Context: an optimization exercise on an open-source flow, tuned for small area, a short achievable clock period and few clock cycles. The choices shown serve that exercise and are no tape-out recipe. In this exercise RTL edits were held to simulation tests only and were not proved equivalent to the original.

<file path="flow/run.sh">
#!/bin/bash
# synth_recipe.tcl (not shown) runs the flow's synth.tcl, then flattens the netlist and writes it again
# the make line also repeats each setting of config.mk as NAME=value (left out here)
make -C /OpenROAD-flow-scripts/flow DESIGN_CONFIG=/design/flow/config.mk WORK_HOME=/design/flow/orfs CLKGATE_MAP_FILE= SYNTH_SCRIPT=/design/flow/synth_recipe.tcl finish
</file>
<file path="flow/config.mk">
export PLATFORM = sky130hd
export DESIGN_NAME = gf_ref_alu
export DESIGN_NICKNAME = gf_ref_alu
export VERILOG_FILES = /design/flow/design.v
export SDC_FILE = /design/flow/constraint.sdc
export NUM_CORES = 4
export LEC_CHECK = 0
export CAP_MARGIN = 20
export CORE_MARGIN = 2
export CORE_UTILIZATION = 40
export PLACE_DENSITY = 0.55
export SETUP_SLACK_MARGIN = 4
export SLEW_MARGIN = 20
</file>
<file path="flow/constraint.sdc">
create_clock -name core_clock -period 8.0 [get_ports {clk}]
set_input_delay 1.6000 -clock core_clock [delete_from_list [all_inputs] [get_ports {clk}]]
set_output_delay 1.6000 -clock core_clock [all_outputs]
set_load 0.01 [all_outputs]
</file>
<file path="flow/design.v">
module gf_serial_mul #(parameter D = 8) (
    input  wire         red,
    input  wire [31:0]  poly,
    input  wire [D-1:1] mt,
    input  wire [63:0]  r,
    input  wire [31:0]  x,
    input  wire [D-1:0] dg,
    output reg  [63:0]  rn
);
    integer i, j, l;
    reg [31+D:0] pp;
    always @(*) begin
        pp = {(32+D){1'b0}};
        for (j = 0; j < D; j = j + 1)
            if (dg[j]) pp = pp ^ ({{D{1'b0}}, x} << j);
    end
    wire [63:0] t = {r[63-D:0], {D{1'b0}}} ^ {{(32-D){1'b0}}, pp};
    reg [D-1:0] mm;
    reg [D-1:0] q;
    reg [D-1:0] n [0:D-1];
    reg [D-1:0] qr;
    always @(*) begin
        mm = {mt, 1'b1};
        for (i = 0; i < D; i = i + 1) begin
            n[i] = {D{1'b0}};
            for (l = i + 1; l < D; l = l + 1)
                for (j = i; j < l; j = j + 1)
                    n[i][l] = n[i][l] ^ (mm[j-i] & x[32+j-l]);
            qr[i] = 1'b0;
            for (j = i; j < D; j = j + 1)
                qr[i] = qr[i] ^ (mm[j-i] & r[32+j-D]);
        end
        for (i = 0; i < D; i = i + 1) begin
            q[i] = qr[i];
            for (l = i + 1; l < D; l = l + 1)
                q[i] = q[i] ^ (dg[l] & n[i][l]);
        end
    end
    reg [31+D:0] qp;
    always @(*) begin
        qp = {(32+D){1'b0}};
        for (j = 0; j < D; j = j + 1)
            if (q[j]) qp = qp ^ ({{D{1'b0}}, poly} << j);
        if (red) rn = {32'd0, t[31:0] ^ qp[31:0]};
        else     rn = t;
    end
endmodule
module gf_inv_euclid (
    input  wire [32:0] u,
    input  wire [32:0] v,
    input  wire [32:0] zn,
    input  wire [32:0] gn,
    input  wire [5:0]  du,
    input  wire [5:0]  dv,
    input  wire        fin,      
    output wire        finn,     
    input  wire [4:0]  fl,       
    output wire [4:0]  fln,      
    output wire        top,
    output wire        sw,
    output reg  [32:0] un,
    output reg  [32:0] znn,
    output wire [5:0]  dun
);
    assign top = u[32];
    wire xe = u[32] & ~fin;
    assign sw = xe & fl[4];
    wire [32:0] w  = u  ^ (xe ? v  : 33'd0);
    wire [32:0] wz = zn ^ (xe ? gn : 33'd0);
    wire ge2 = sw ? fl[1] : fl[3];
    wire ge3 = sw ? fl[0] : fl[2];
    wire s2 = ~w[31] & ge2;
    wire s3 = ~w[31] & ~w[30] & ge3;
    wire [5:0] du1 = du - 6'd1, du2 = du - 6'd2, du3 = du - 6'd3;
    wire [5:0] dv1 = dv - 6'd1, dv2 = dv - 6'd2, dv3 = dv - 6'd3;
    always @(*) begin
        if (s3) begin
            un  = {w[29:0], 3'b000};
            znn = {wz[29:0], wz[32:30]};
        end else if (s2) begin
            un  = {w[30:0], 2'b00};
            znn = {wz[30:0], wz[32:31]};
        end else begin
            un  = {w[31:0], 1'b0};
            znn = {wz[31:0], wz[32]};
        end
    end
    assign dun = sw ? (s3 ? dv3 : s2 ? dv2 : dv1)
                    : (s3 ? du3 : s2 ? du2 : du1);
    function pick;
        input a1, a2, a3, b1, b2, b3;
        begin
            pick = sw ? (s3 ? b3 : s2 ? b2 : b1) : (s3 ? a3 : s2 ? a2 : a1);
        end
    endfunction
    wire [6:0] du_e = {1'b0, du}, dv_e = {1'b0, dv};
    assign fln[4] = pick(du_e < dv_e + 7'd1, du_e < dv_e + 7'd2, du_e < dv_e + 7'd3,
                         dv_e < du_e + 7'd1, dv_e < du_e + 7'd2, dv_e < du_e + 7'd3);
    assign fln[3] = pick(du >= 6'd3, du >= 6'd4, du >= 6'd5, dv >= 6'd3, dv >= 6'd4, dv >= 6'd5);
    assign fln[2] = pick(du >= 6'd4, du >= 6'd5, du >= 6'd6, dv >= 6'd4, dv >= 6'd5, dv >= 6'd6);
    assign fln[1] = sw ? fl[3] : fl[1];
    assign fln[0] = sw ? fl[2] : fl[0];
    assign finn = sw ? (s3 ? (dv == 6'd3) : s2 ? (dv == 6'd2) : (dv == 6'd1))
                     : (s3 ? (du == 6'd3) : s2 ? (du == 6'd2) : (du == 6'd1));
endmodule
module gf_ref_alu (
    input  wire        clk,
    input  wire        rst,
    input  wire        cmd_valid,
    output wire        cmd_ready,
    input  wire [7:0]  cmd_op,
    input  wire [1:0]  cmd_ksel,
    input  wire [31:0] cmd_poly,
    input  wire [63:0] cmd_a,
    input  wire [63:0] cmd_b,
    output wire        rsp_valid,
    input  wire        rsp_ready,
    output wire [3:0]  rsp_cc,
    output wire [63:0] rsp_result
);
    localparam D = 8;             
    localparam CW = 3;            
    localparam S_IDLE = 3'd0, S_RDY = 3'd1, S_MUL = 3'd2, S_INV = 3'd3,
               S_FA = 3'd4, S_FC = 3'd5, S_PSCAN = 3'd6;
    localparam M_B  = 3'd0,       
               M_R  = 3'd1,       
               M_A  = 3'd2,       
               M_SQ = 3'd3,       
               M_MA = 3'd4;       
    reg [2:0]  state;
    reg        eflg;              
    reg        eill;              
    reg        z0;                
    reg        fz;                
    reg  [4:0] efl;               
    reg        resp;              
    reg        o32, o16, o8, o4;  
    reg        rdy;               
    reg [2:0]  op;                
    reg        k4, k8, k16, k32;  
    reg [63:0] B;
    reg [63:32] A;               
    reg [31:0] R, X;
    reg        ux, zx, gx;        
    reg [D-1:0] DG;
    reg [D-1:1] MT;
    reg [CW-1:0] cnt;             
    reg [1:0]  dt;                
    reg [2:0]  mode;
    reg        red;
    reg [2:0]  cc;
    reg [5:0]  ecnt;
    reg        pbit;
    reg        w4;                
    reg        fc;                
    reg [5:0]  du, dv;
    wire [31:0] P  = B[63:32];
    wire [32:0] U  = {ux, B[31:0]};
    wire [32:0] V  = {1'b1, A[63:32]};
    wire [32:0] Zn = {zx, R};
    wire [32:0] Gn = {gx, X};
    assign cmd_ready  = rdy;
    assign rsp_valid  = resp;
    assign rsp_result = {A[63:32],
                         ({32{o32}} & R) | ({32{o16}} & {16'd0, R[31:16]}) |
                         ({32{o8}} & {24'd0, R[31:24]}) | ({32{o4}} & {28'd0, R[31:28]})};
    assign rsp_cc     = {1'b0, cc};
    function [31:0] align;        
        input [31:0] v;
        input [1:0]  k;
        begin
            case (k)
                2'd0: align = {v[3:0], 28'd0};
                2'd1: align = {v[7:0], 24'd0};
                2'd2: align = {v[15:0], 16'd0};
                default: align = v;
            endcase
        end
    endfunction
    function [31:0] align_h;      
        input [31:0] v;
        begin
            align_h = ({32{c_k4}}  & {v[3:0], 28'd0}) | ({32{c_k8}}  & {v[7:0], 24'd0}) |
                      ({32{c_k16}} & {v[15:0], 16'd0}) | ({32{c_k32}} & v);
        end
    endfunction
    reg [31:0] c_fm;
    reg [63:0] c_em;
    always @(*) begin
        case (cmd_ksel)
            2'd0: begin c_fm = 32'h0000000F; c_em = 64'h000000000000FFFF; end
            2'd1: begin c_fm = 32'h000000FF; c_em = 64'h000000000000FFFF; end
            2'd2: begin c_fm = 32'h0000FFFF; c_em = 64'h00000000FFFFFFFF; end
            default: begin c_fm = 32'hFFFFFFFF; c_em = 64'hFFFFFFFFFFFFFFFF; end
        endcase
    end
    wire c_a_el = |(cmd_a & ~{32'd0, c_fm});
    wire c_b_el = |(cmd_b & ~{32'd0, c_fm});
    wire c_a_ee = |(cmd_a & ~c_em);
    wire c_b_ee = |(cmd_b & ~c_em);
    wire c_p    = |(cmd_poly & ~c_fm);
    wire d_ill  = (cmd_op[7:3] != 5'b00010) || (cmd_op[2:0] == 3'd7);
    reg  c_opnd;
    always @(*) begin
        case (cmd_op[2:0])
            3'd3:    c_opnd = c_a_ee;
            3'd4:    c_opnd = c_a_el;
            3'd6:    c_opnd = c_a_el | c_b_ee;
            default: c_opnd = c_a_el | c_b_el;
        endcase
    end
    wire        d_k4 = (cmd_ksel == 2'd0), d_k8 = (cmd_ksel == 2'd1),
                d_k16 = (cmd_ksel == 2'd2), d_k32 = (cmd_ksel == 2'd3);
    wire [2:0] c_op = cmd_op[2:0];
    wire c_k4 = d_k4, c_k8 = d_k8, c_k16 = d_k16, c_k32 = d_k32;
    wire c_ill = d_ill, c_err = d_err, c_z0 = d_z0;
    wire c_inv = (c_op == 3'd4);
    wire c_ala = (c_op == 3'd1) | c_inv | (c_op == 3'd5) | (c_op == 3'd6);
    wire c_alb = (c_op == 3'd1) | (c_op == 3'd2) | (c_op == 3'd5);
    wire c_euc = c_inv | (c_op == 3'd5);
    wire [31:0] c_al_a = align_h(cmd_a[31:0]);
    wire [31:0] c_al_b = align_h(cmd_b[31:0]);
    wire [31:0] c_al_p = align_h(cmd_poly);
    wire        c_pow  = (c_op == 3'd6);
    wire [31:0] c_b_hi = c_k32 ? cmd_b[63:32] : c_k16 ? {16'd0, cmd_b[31:16]} : {24'd0, cmd_b[15:8]};
    wire [31:0] c_b_lm = ~c_pow ? 32'hFFFFFFFF : c_k32 ? 32'hFFFFFFFF :
                         c_k16 ? 32'h0000FFFF : 32'h000000FF;
    wire        d_err = d_ill | c_p | c_opnd;
    wire        d_z0  = (cmd_op[0] ? cmd_b[31:0] : cmd_a[31:0]) == 32'd0;
    wire [5:0]  kval  = {k32, k16, k8, k4, 2'b00};
    wire [CW-1:0] nde = {1'b0, k32, k32 | k16};                      
    wire [CW-1:0] ndw = {k32, k32 | k16, 1'b1};              
    wire [31:0] one_l = {3'd0, k4, 3'd0, k8, 7'd0, k16, 15'd0, k32};  
    wire [31:0] fmask = {{16{k32}}, {8{k32 | k16}}, {4{~k4}}, 4'hF};
    function [D-1:1] mt_of;
        input [31:0] pl;
        reg [D-1:0] m;
        integer i, l;
        begin
            m[0] = 1'b1;
            for (i = 1; i < D; i = i + 1) begin
                m[i] = 1'b0;
                for (l = 1; l <= i; l = l + 1)
                    m[i] = m[i] ^ (pl[32-l] & m[i-l]);
            end
            mt_of = m[D-1:1];
        end
    endfunction
    wire [D-1:1] d_mt = d_k4  ? mt_of({cmd_poly[3:0], 28'd0}) :
                        d_k8  ? mt_of({cmd_poly[7:0], 24'd0}) :
                        d_k16 ? mt_of({cmd_poly[15:0], 16'd0}) : mt_of(cmd_poly);
    function [D-1:0] dsel_l;
        input [31:0] v;
        input        q4;
        input [1:0]  t;
        begin
            if (q4) dsel_l = {4'd0, v[31:28]};
            else begin
                case (t)
                    2'd0: dsel_l = v[31:24];
                    2'd1: dsel_l = v[23:16];
                    2'd2: dsel_l = v[15:8];
                    default: dsel_l = v[7:0];
                endcase
            end
        end
    endfunction
    function [D-1:0] dsel_r;
        input [63:0] s;
        input [CW-1:0] c;
        begin
            dsel_r = s[c*D +: D];
        end
    endfunction
    wire [63:0] mul_rn;
    gf_serial_mul #(.D(D)) u_mul (
        .red(red), .poly(P), .mt(MT), .r({A[63:32], R}), .x(X), .dg(DG), .rn(mul_rn)
    );
    wire [31:0] a_in = ({32{k4}}  & {cmd_a[3:0], 28'd0}) | ({32{k8}}  & {cmd_a[7:0], 24'd0}) |
                       ({32{k16}} & {cmd_a[15:0], 16'd0}) | ({32{k32}} & cmd_a[31:0]);
    reg [D-1:0] dg_next;
    always @(*) begin
        case (mode)
            M_B:     dg_next = dsel_l(B[31:0], k4, dt + 1'b1);
            M_R:     dg_next = dsel_r(cmd_a, cnt - 1'b1);
            M_SQ:    dg_next = dsel_l(X, k4, dt + 1'b1);
            default: dg_next = dsel_l(a_in, k4, dt + 1'b1);
        endcase
    end
    wire [D-1:0] rn_top = dsel_l(mul_rn[31:0], k4, 2'd0);
    wire        e_fin = fz;
    wire        e_finn, e_top, e_sw;
    wire [4:0]  e_fln;
    wire [32:0] e_un, e_zn;
    wire [5:0]  e_du;
    gf_inv_euclid u_inv (
        .u(U), .v(V), .zn(Zn), .gn(Gn), .du(du), .dv(dv),
        .fin(e_fin), .finn(e_finn), .fl(efl), .fln(e_fln), .top(e_top), .sw(e_sw), .un(e_un), .znn(e_zn), .dun(e_du)
    );
    wire [31:0] zn_init = c_op[0] ? ({31'd0, c_k4} << 24 | {31'd0, c_k8} << 16 | {31'd0, c_k16} | {31'd0, c_k32} << 1)
                                    : ({31'd0, c_k4} << 29 | {31'd0, c_k8} << 25 | {31'd0, c_k16} << 17 | {31'd0, c_k32} << 1);
    wire [CW-1:0] c_nde = {1'b0, c_k32, c_k32 | c_k16};
    wire [CW-1:0] c_ndw = {c_k32, c_k32 | c_k16, 1'b1};
    wire [31:0]   c_one = {3'd0, c_k4, 3'd0, c_k8, 7'd0, c_k16, 15'd0, c_k32};
    wire [31:0] Ah = A[63:32];
    wire        f_carry = (state == S_FC);
    wire [31:0] f_m  = {{16{k32}}, {8{k32 | k16}}, 8'hFF};
    wire [4:0]  f4_sum = f_carry ? ({1'b0, Ah[3:0]} + {4'd0, Ah[4]})
                                 : ({1'b0, Ah[7:4]} + {1'b0, Ah[3:0]});
    function [32:0] padd;
        input [31:0] x, y;
        input        ci;
        reg [31:0] g, p, gg, pp, g2, p2;
        reg [32:0] c;
        integer lv, b, m;
        begin
            g = x & y;
            p = x ^ y;
            gg = g; pp = p;
            for (lv = 0; lv < 5; lv = lv + 1) begin
                g2 = gg; p2 = pp;
                for (b = 0; b < 32; b = b + 1)
                    if ((b >> lv) & 1) begin
                        m = ((b >> lv) << lv) - 1;    
                        g2[b] = gg[b] | (pp[b] & gg[m]);
                        p2[b] = pp[b] & pp[m];
                    end
                gg = g2; pp = p2;
            end
            c[0] = ci;
            for (b = 0; b < 32; b = b + 1)
                c[b+1] = gg[b] | (pp[b] & ci);
            padd = {c[32], p ^ c[31:0]};
        end
    endfunction
    wire [32:0] f_sum = padd(Ah, B[31:0], fc);
    wire        f_co  = k32 ? f_sum[32] : k16 ? f_sum[16] : f_sum[8];
    wire x_top  = |{k4 & Ah[3], k8 & Ah[7], k16 & Ah[15], k32 & Ah[31]};
    wire x_next = |{k4 & Ah[2], k8 & Ah[6], k16 & Ah[14], k32 & Ah[30]};
    wire [31:0] e_val  = Ah & fmask;
    wire        e_zero = (e_val == 32'd0) | (e_val == fmask);
    always @(posedge clk) begin
        if (rst) begin
            state <= S_IDLE;
            resp  <= 1'b0;
            rdy   <= 1'b0;
            eflg  <= 1'b0;
        end else begin
          if (resp && rsp_ready) resp <= 1'b0;
          if (eflg) begin
            eflg     <= 1'b0;
            cc       <= eill ? 3'd1 : 3'd4;
            R        <= 32'd0;
            A[63:32] <= 32'd0;
            rdy      <= 1'b1;
            state    <= S_RDY;
          end else begin
            case (state)
                S_IDLE: begin
                    if (cmd_valid && (!resp || rsp_ready)) begin
                        op    <= c_op;
                        k4    <= c_k4;
                        k8    <= c_k8;
                        k16   <= c_k16;
                        k32   <= c_k32;
                        MT    <= d_mt;
                        A[63:32] <= c_euc ? c_al_p : c_pow ? c_b_hi : cmd_a[63:32];
                        B     <= {c_al_p, c_inv ? c_al_a : c_alb ? c_al_b : (cmd_b[31:0] & c_b_lm)};
                        cc    <= 3'd0;
                        R     <= 32'd0;
                        eill  <= c_ill;
                        o32   <= ~((c_op == 3'd1) | (c_op == 3'd3) | (c_op == 3'd5) | (c_op == 3'd6)) | c_k32;
                        o16   <= ((c_op == 3'd1) | (c_op == 3'd3) | (c_op == 3'd5) | (c_op == 3'd6)) & c_k16;
                        o8    <= ((c_op == 3'd1) | (c_op == 3'd3) | (c_op == 3'd5) | (c_op == 3'd6)) & c_k8;
                        o4    <= ((c_op == 3'd1) | (c_op == 3'd3) | (c_op == 3'd5) | (c_op == 3'd6)) & c_k4;
                        z0    <= c_z0;
                        fz    <= 1'b0;
                        efl   <= 5'b01111;
                        begin
                            case (c_op)
                                3'd0: begin                    
                                    R     <= cmd_a[31:0] ^ cmd_b[31:0];
                                    rdy   <= ~c_err;
                                    state <= S_RDY;
                                end
                                3'd1, 3'd2: begin              
                                    X     <= c_op[1] ? cmd_a[31:0] : c_al_a;
                                    DG    <= dsel_l(c_al_b, c_k4, 2'd0);
                                    dt    <= 2'd0;
                                    cnt   <= c_nde;
                                    rdy   <= (c_nde == {CW{1'b0}}) & ~c_err;
                                    mode  <= M_B;
                                    red   <= ~c_op[1];
                                    state <= S_MUL;
                                end
                                3'd3: begin                    
                                    X     <= c_one;
                                    DG    <= dsel_r(cmd_a, c_ndw);
                                    cnt   <= c_ndw;
                                    mode  <= M_R;
                                    red   <= 1'b1;
                                    state <= S_MUL;
                                end
                                3'd4, 3'd5: begin              
                                    ux    <= 1'b0;
                                    du    <= {c_k32, c_k16, c_k8, c_k4, 2'b00};
                                    dv    <= {c_k32, c_k16, c_k8, c_k4, 2'b00};
                                    R     <= zn_init;
                                    X     <= 32'd0;
                                    zx    <= 1'b0;
                                    gx    <= 1'b0;
                                    state <= S_INV;
                                end
                                default: begin                 
                                    X     <= c_al_a;
                                    w4    <= 1'b0;
                                    fc    <= 1'b0;
                                    state <= S_FA;
                                end
                            endcase
                        end
                        eflg <= c_err;
                    end
                end
                S_MUL: begin
                    R <= mul_rn[31:0];
                    if (!red) A[63:32] <= mul_rn[63:32];
                    if (cnt == {CW{1'b0}}) begin
                        case (mode)
                            M_B, M_R, M_A: begin
                                if (red) A[63:32] <= 32'd0;
                                if (rdy) begin
                                    rdy   <= 1'b0;
                                    resp  <= 1'b1;
                                    state <= S_IDLE;
                                end else begin
                                    rdy   <= 1'b1;
                                    state <= S_RDY;
                                end
                            end
                            default: begin
                                X   <= mul_rn[31:0];
                                cnt <= nde;
                                dt  <= 2'd0;
                                if (mode == M_SQ && pbit) begin
                                    R    <= 32'd0;
                                    DG   <= dsel_l(a_in, k4, 2'd0);
                                    mode <= M_MA;
                                    rdy  <= (nde == {CW{1'b0}}) && (ecnt == 6'd0);
                                end else if (ecnt == 6'd0) begin
                                    A[63:32] <= 32'd0;
                                    if (rdy) begin
                                        rdy   <= 1'b0;
                                        resp  <= 1'b1;
                                        state <= S_IDLE;
                                    end else begin
                                        rdy   <= 1'b1;
                                        state <= S_RDY;
                                    end
                                end else begin
                                    R        <= 32'd0;
                                    DG       <= rn_top;
                                    mode     <= M_SQ;
                                    pbit     <= x_top;
                                    A[63:32] <= Ah << 1;
                                    ecnt     <= ecnt - 1'b1;
                                    rdy      <= (nde == {CW{1'b0}}) && (ecnt == 6'd1) && !x_top;
                                end
                            end
                        endcase
                    end else begin
                        DG  <= dg_next;
                        cnt <= cnt - 1'b1;
                        dt  <= dt + 1'b1;
                        if (cnt == {{(CW-1){1'b0}}, 1'b1} &&
                            (mode < M_SQ || (ecnt == 6'd0 && (mode == M_MA || !pbit))))
                            rdy <= 1'b1;
                    end
                end
                S_INV: begin
                    if (e_fin) begin
                        A[63:32] <= 32'd0;
                        if (!e_top) begin
                            cc    <= z0 ? 3'd0 : 3'd7;
                            R     <= 32'd0;
                            rdy   <= 1'b1;
                            state <= S_RDY;
                        end else if (op[0]) begin              
                            X     <= R;
                            R     <= 32'd0;
                            DG    <= dsel_l(a_in, k4, 2'd0);
                            dt    <= 2'd0;
                            cnt   <= nde;
                            rdy   <= (nde == {CW{1'b0}});
                            mode  <= M_A;
                            red   <= 1'b1;
                            state <= S_MUL;
                        end else begin
                            rdy   <= 1'b1;
                            state <= S_RDY;
                        end
                    end else begin
                        {ux, B[31:0]} <= e_un;
                        {zx, R}       <= e_zn;
                        du            <= e_du;
                        fz            <= e_finn;
                        efl           <= e_fln;
                        if (e_sw) begin
                            A[63:32] <= B[31:0];
                            {gx, X}  <= Zn;
                            dv       <= du;
                        end
                        if (e_finn && e_un[32] && !op[0]) begin
                            A[63:32] <= 32'd0;
                            rdy      <= 1'b1;
                            state    <= S_RDY;
                        end
                    end
                end
                S_FA: begin
                    if (w4) A[63:32] <= {27'd0, f4_sum};
                    else begin
                        A[63:32] <= f_sum[31:0] & f_m;
                        fc       <= f_co;
                        B[31:0]  <= 32'd0;
                    end
                    state <= S_FC;
                end
                S_FC: begin
                    if (w4) A[63:32] <= {28'd0, f4_sum[3:0]};
                    else    A[63:32] <= f_sum[31:0];
                    ecnt <= kval - 1'b1;
                    if (k4 && !w4) begin
                        w4    <= 1'b1;
                        state <= S_FA;
                    end else begin
                        state <= S_PSCAN;
                    end
                end
                S_PSCAN: begin
                    A[63:32] <= Ah << 1;
                    if (e_zero) begin
                        R        <= 32'd1;
                        {o32, o16, o8, o4} <= 4'b1000;
                        A[63:32] <= 32'd0;
                        rdy      <= 1'b1;
                        state    <= S_RDY;
                    end else if (x_top) begin
                        if (ecnt == 6'd0) begin
                            R        <= X;
                            A[63:32] <= 32'd0;
                            rdy      <= 1'b1;
                            state    <= S_RDY;
                        end else begin
                            R        <= 32'd0;
                            DG       <= dsel_l(a_in, k4, 2'd0);
                            dt       <= 2'd0;
                            cnt      <= nde;
                            mode     <= M_SQ;
                            red      <= 1'b1;
                            pbit     <= x_next;
                            A[63:32] <= Ah << 2;
                            ecnt     <= ecnt - 1'b1;
                            rdy      <= (nde == {CW{1'b0}}) && (ecnt == 6'd1) && !x_next;
                            state    <= S_MUL;
                        end
                    end else begin
                        ecnt <= ecnt - 1'b1;
                    end
                end
                S_RDY: begin
                    rdy   <= 1'b0;
                    resp  <= 1'b1;
                    state <= S_IDLE;
                end
                default: state <= S_IDLE;
            endcase
          end
        end
    end
endmodule
</file>
==> flow_summary.yaml <==
routing:
  wire_per_inst_um: 31.89
  first_iter_violations: 5878
  remaining_drc_errors: 0
  viasPerCell: 6.584
  antenna_left: 0
  via_count: 37720
  totalWireLength_um: 182700
  dr.pass1.iters: 10
clocking:
  cts_tree: "built"
  cts_root_buf: "clkbuf_16"
  cts_max_level: 1
  cts.sinks: 234
  clk_pin_slew_ns: 0.06
  cts_buffers: 31
  clock_path_buffers: 3
  insertion_delay_ns: 0.63
  cts_hold_buffers: 0
critical_path:
  path_cells: "clkdlybuf4s50_1, buf_6, nand2_1, or2_2, mux4_2, a21oi_1, o21a_1, o31ai_2"
  cp-end-kind: "flop"
  crit_path_top_delay_cell: "mux4_2"
  path_delay_family: "buffers and inverters"
  critPathBufInv: 2
  crit_arrival_ns: 4.33
  criticalPathCategory: "input pin to flop"
  required_ns: 8.33
  slowest_delay_ns: 0.66
  crit_fanout: 35
  cp-start-kind: "input pin"
layout:
  drive_above_1_share_pct: 10.61
  layout.cells.most_common: "nand2_1"
  final_cell_mix: "964 x nand2_1, 420 x xnor2_1, 316 x a21oi_1"
  syn_to_final_growth_pct: 17.44
  finalInstanceArea_mm2: 0.03965
  nets: 4907
  fillCellCount: 8414
min_path:
  holdCritPathClass: "flop to flop"
timing:
  final.setup.tns_ns: 0
  finalHoldViolCount: 0
  slew_headroom_pct: 17.48
  clock.fmax_mhz: 250.0
  fin_ws_ns: 4.000
  skew_ns: 0.03046
  drv_slew: 0
  rsz0062_at_grt: "true"
  setup_violations: 0
  tightest_slew_ns: 1.232
  post-route-period-util_pct: 50.01
  min_period_ns: 4.000
placed_design:
  portBuffers: 242
  dpl.hpwl_um: 131000
  place_area_mm2: 0.03670
  gp_congestion: 1.065
  dpl_worst_slack_ns: 2.746
grt:
  grtUsageTotal_pct: 40.42
  grt_pass1_wl_um: 255200
  overflow: 0
  grt_pass1_vias: 34190
  grt_max_degree: 76
  grt_antenna_before_repair: 11
status:
  status: "timing/DRC/antenna clean"
floorplan:
  ios: 244
  fp.dieW_um: 294.5
  die_area_mm2: 0.08675
  rows: 106
  start_util_pct: 40.41
  die_y_um: 294.5
  fp.coreArea_mm2: 0.08356
synthesis:
  ys_seq_area_share_pct: 20.63
  synth_edf_count: 228
  synthCells: 4559
  postSynthAreaPerCell_um2: 7.406
  syn_area_mm2: 0.03376
  synth_nets: 4843
  async_flop_share_pct: 0
  netlist-cell-type-count: 87
  synth-warning-count: 4
  ys.flop_type: "edfxtp_1"
  synth-seq-cells: 234
run:
  cap_violations: 0
-- synth_stat cells (11+ instances only) --
library cell  instances  area (µm²)
buf_1                58       217.7
a21oi_1             324        1622
a22o_1               34       297.8
a31oi_1              50       312.8
buf_2                44       220.2
inv_1                73       274.0
nor4_1               47       294.0
a211oi_1             58       435.4
clkbuf_1            321        1205
xor2_1              226        1979
nor2_1              293        1100
a32oi_1              12       105.1
o31ai_1              11       82.58
or3_1                14       87.58
nand2_1             976        3664
a221oi_1             61       534.3
nand4_1              20       125.1
a221o_1              24       240.2
a21o_1               20       150.1
edfxtp_1            228        6847
o22ai_1              58       362.9
mux4_2               36       810.8
and2_1               35       219.0
o221ai_1             17       148.9
a222oi_1             47       470.5
xnor2_1             436        3819
nand2b_1             24       150.1
o211ai_1             30       225.2
nor3_1               66       330.3
o21ai_0             278        1391
nor2b_1              49       306.5
mux2_2               26       292.8
a22oi_1              53       397.9
mux2i_1              72       720.7
xnor3_1              31       698.2
nand3_1             107       535.5
and3_1               31       193.9
ha_1                108        1351
-- metrics by stage --
step | utilization [%] | hold slack [ns] | std cells
2_1_floorplan | - | 0.5079 | 4559
4_1_cts | 46.23 | 0.5913 | 5670
6_report | 47.46 | 0.5958 | 5729
3_3_place_gp | 43.93 | 0.5336 | 5550
3_5_place_dp | 43.93 | 0.5565 | 5550
5_1_grt | 47.45 | 0.6152 | 5727
-- cell type report --
class	count	area [µm²]	share of cell area (%)
diodes	2	5.005	0.01262
clock buffers	32	779.5	1.966
clock inverters	25	232.7	0.5869
inverters	78	301.5	0.7605
multi-input cells	3812	25390	64.04
flip-flops and latches	234	6969	17.58
well taps	1080	1351	3.408
repair buffers	466	4619	11.65
-- path summary, 6_finish.rpt --
path	from	end	slack, ns	depth (start not counted)
max	cmd_op[1]	DG[1]$_DFFE_PP_	4.00	8
min	eill$_DFFE_PP_	cc[0]$_DFFE_PP_	0.60	2
max reg2reg	X[31]$_DFFE_PP_	DG[4]$_DFFE_PP_	4.03	16
min reg2reg	eill$_DFFE_PP_	cc[0]$_DFFE_PP_	0.60	2
-- metal layers --
layer	vias up	track usage, %	routed length [µm]
met5	-	0	69
met4	10	26.03	15260
met3	704	10.63	22520
met2	2782	59.28	75270
met1	17960	52.36	69600
li1	16270	-	-
-- flip-flops by register name, summed over array words and instances, names as in the netlist, 2 cells and up --
signal	cells
DG	8
du	6
MT	7
dt	2
mode	3
ecnt	6
cnt	3
R	32
X	32
efl	5
A	32
cc	3
dv	6
B	64
state	3
-- tightest hold or removal path, stage by stage (launching register included) --
cell,delay (ns)
edfxtp_1,0.36
nand2_1,0.07
nand2_1,0.06
-- kinds of logic after synthesis --
| group | Yosys count | synth area share [%] |
|---|---|---|
| mux | 134 | 5.403 |
| xor+xnor | 705 | 19.91 |
| fa+ha+maj | 110 | 4.121 |
| other cells | 1 | 0.01111 |
| flops | 234 | 20.63 |
| compound gates | 1165 | 22.35 |
| buf+inv | 517 | 6.148 |
| simple gates | 1693 | 21.43 |
-- repair_timing --
| action | in CTS | in global routing |
|---|---|---|
| resized for setup | 76 | 138 |
| setup buffers | 58 | 51 |
| endpoints found under the setup margin | 223 | 156 |
| cloned | 5 | 5 |
| pin swaps | 7 | 26 |
Testbench counts, summed over its fixed seeds: cycles 44,464.

[static timing again, ports no longer ideal]
The flow's constraints put no driver on any port. The routed layout listed below was extracted and timed again, unchanged, in two steps. Step 1 sets driving cells, clkbuf_16 on the clock port and buf_2 on the other inputs (assumed; they add their load-dependent delay and slew). Step 2 also shifts input and output timing later by t, the mid clock arrival at the registers, as if the neighbouring blocks saw the same clock. a / b / c = ideal ports / drivers / drivers and shift; a / b = the first two.
t, ns: 0.683
slack for setup (ns): 4.000 / 4.026 / 3.342
worst hold slack (ns): 0.596 / 0.596 / 0.596
clock arrival spread, ns: 0.031 / 0.031
pins driven straight from the clock port: 1
After both steps this run still meets setup and hold. The setup slack of this run moves by +0.026 ns with the drivers and by -0.658 ns with both steps.
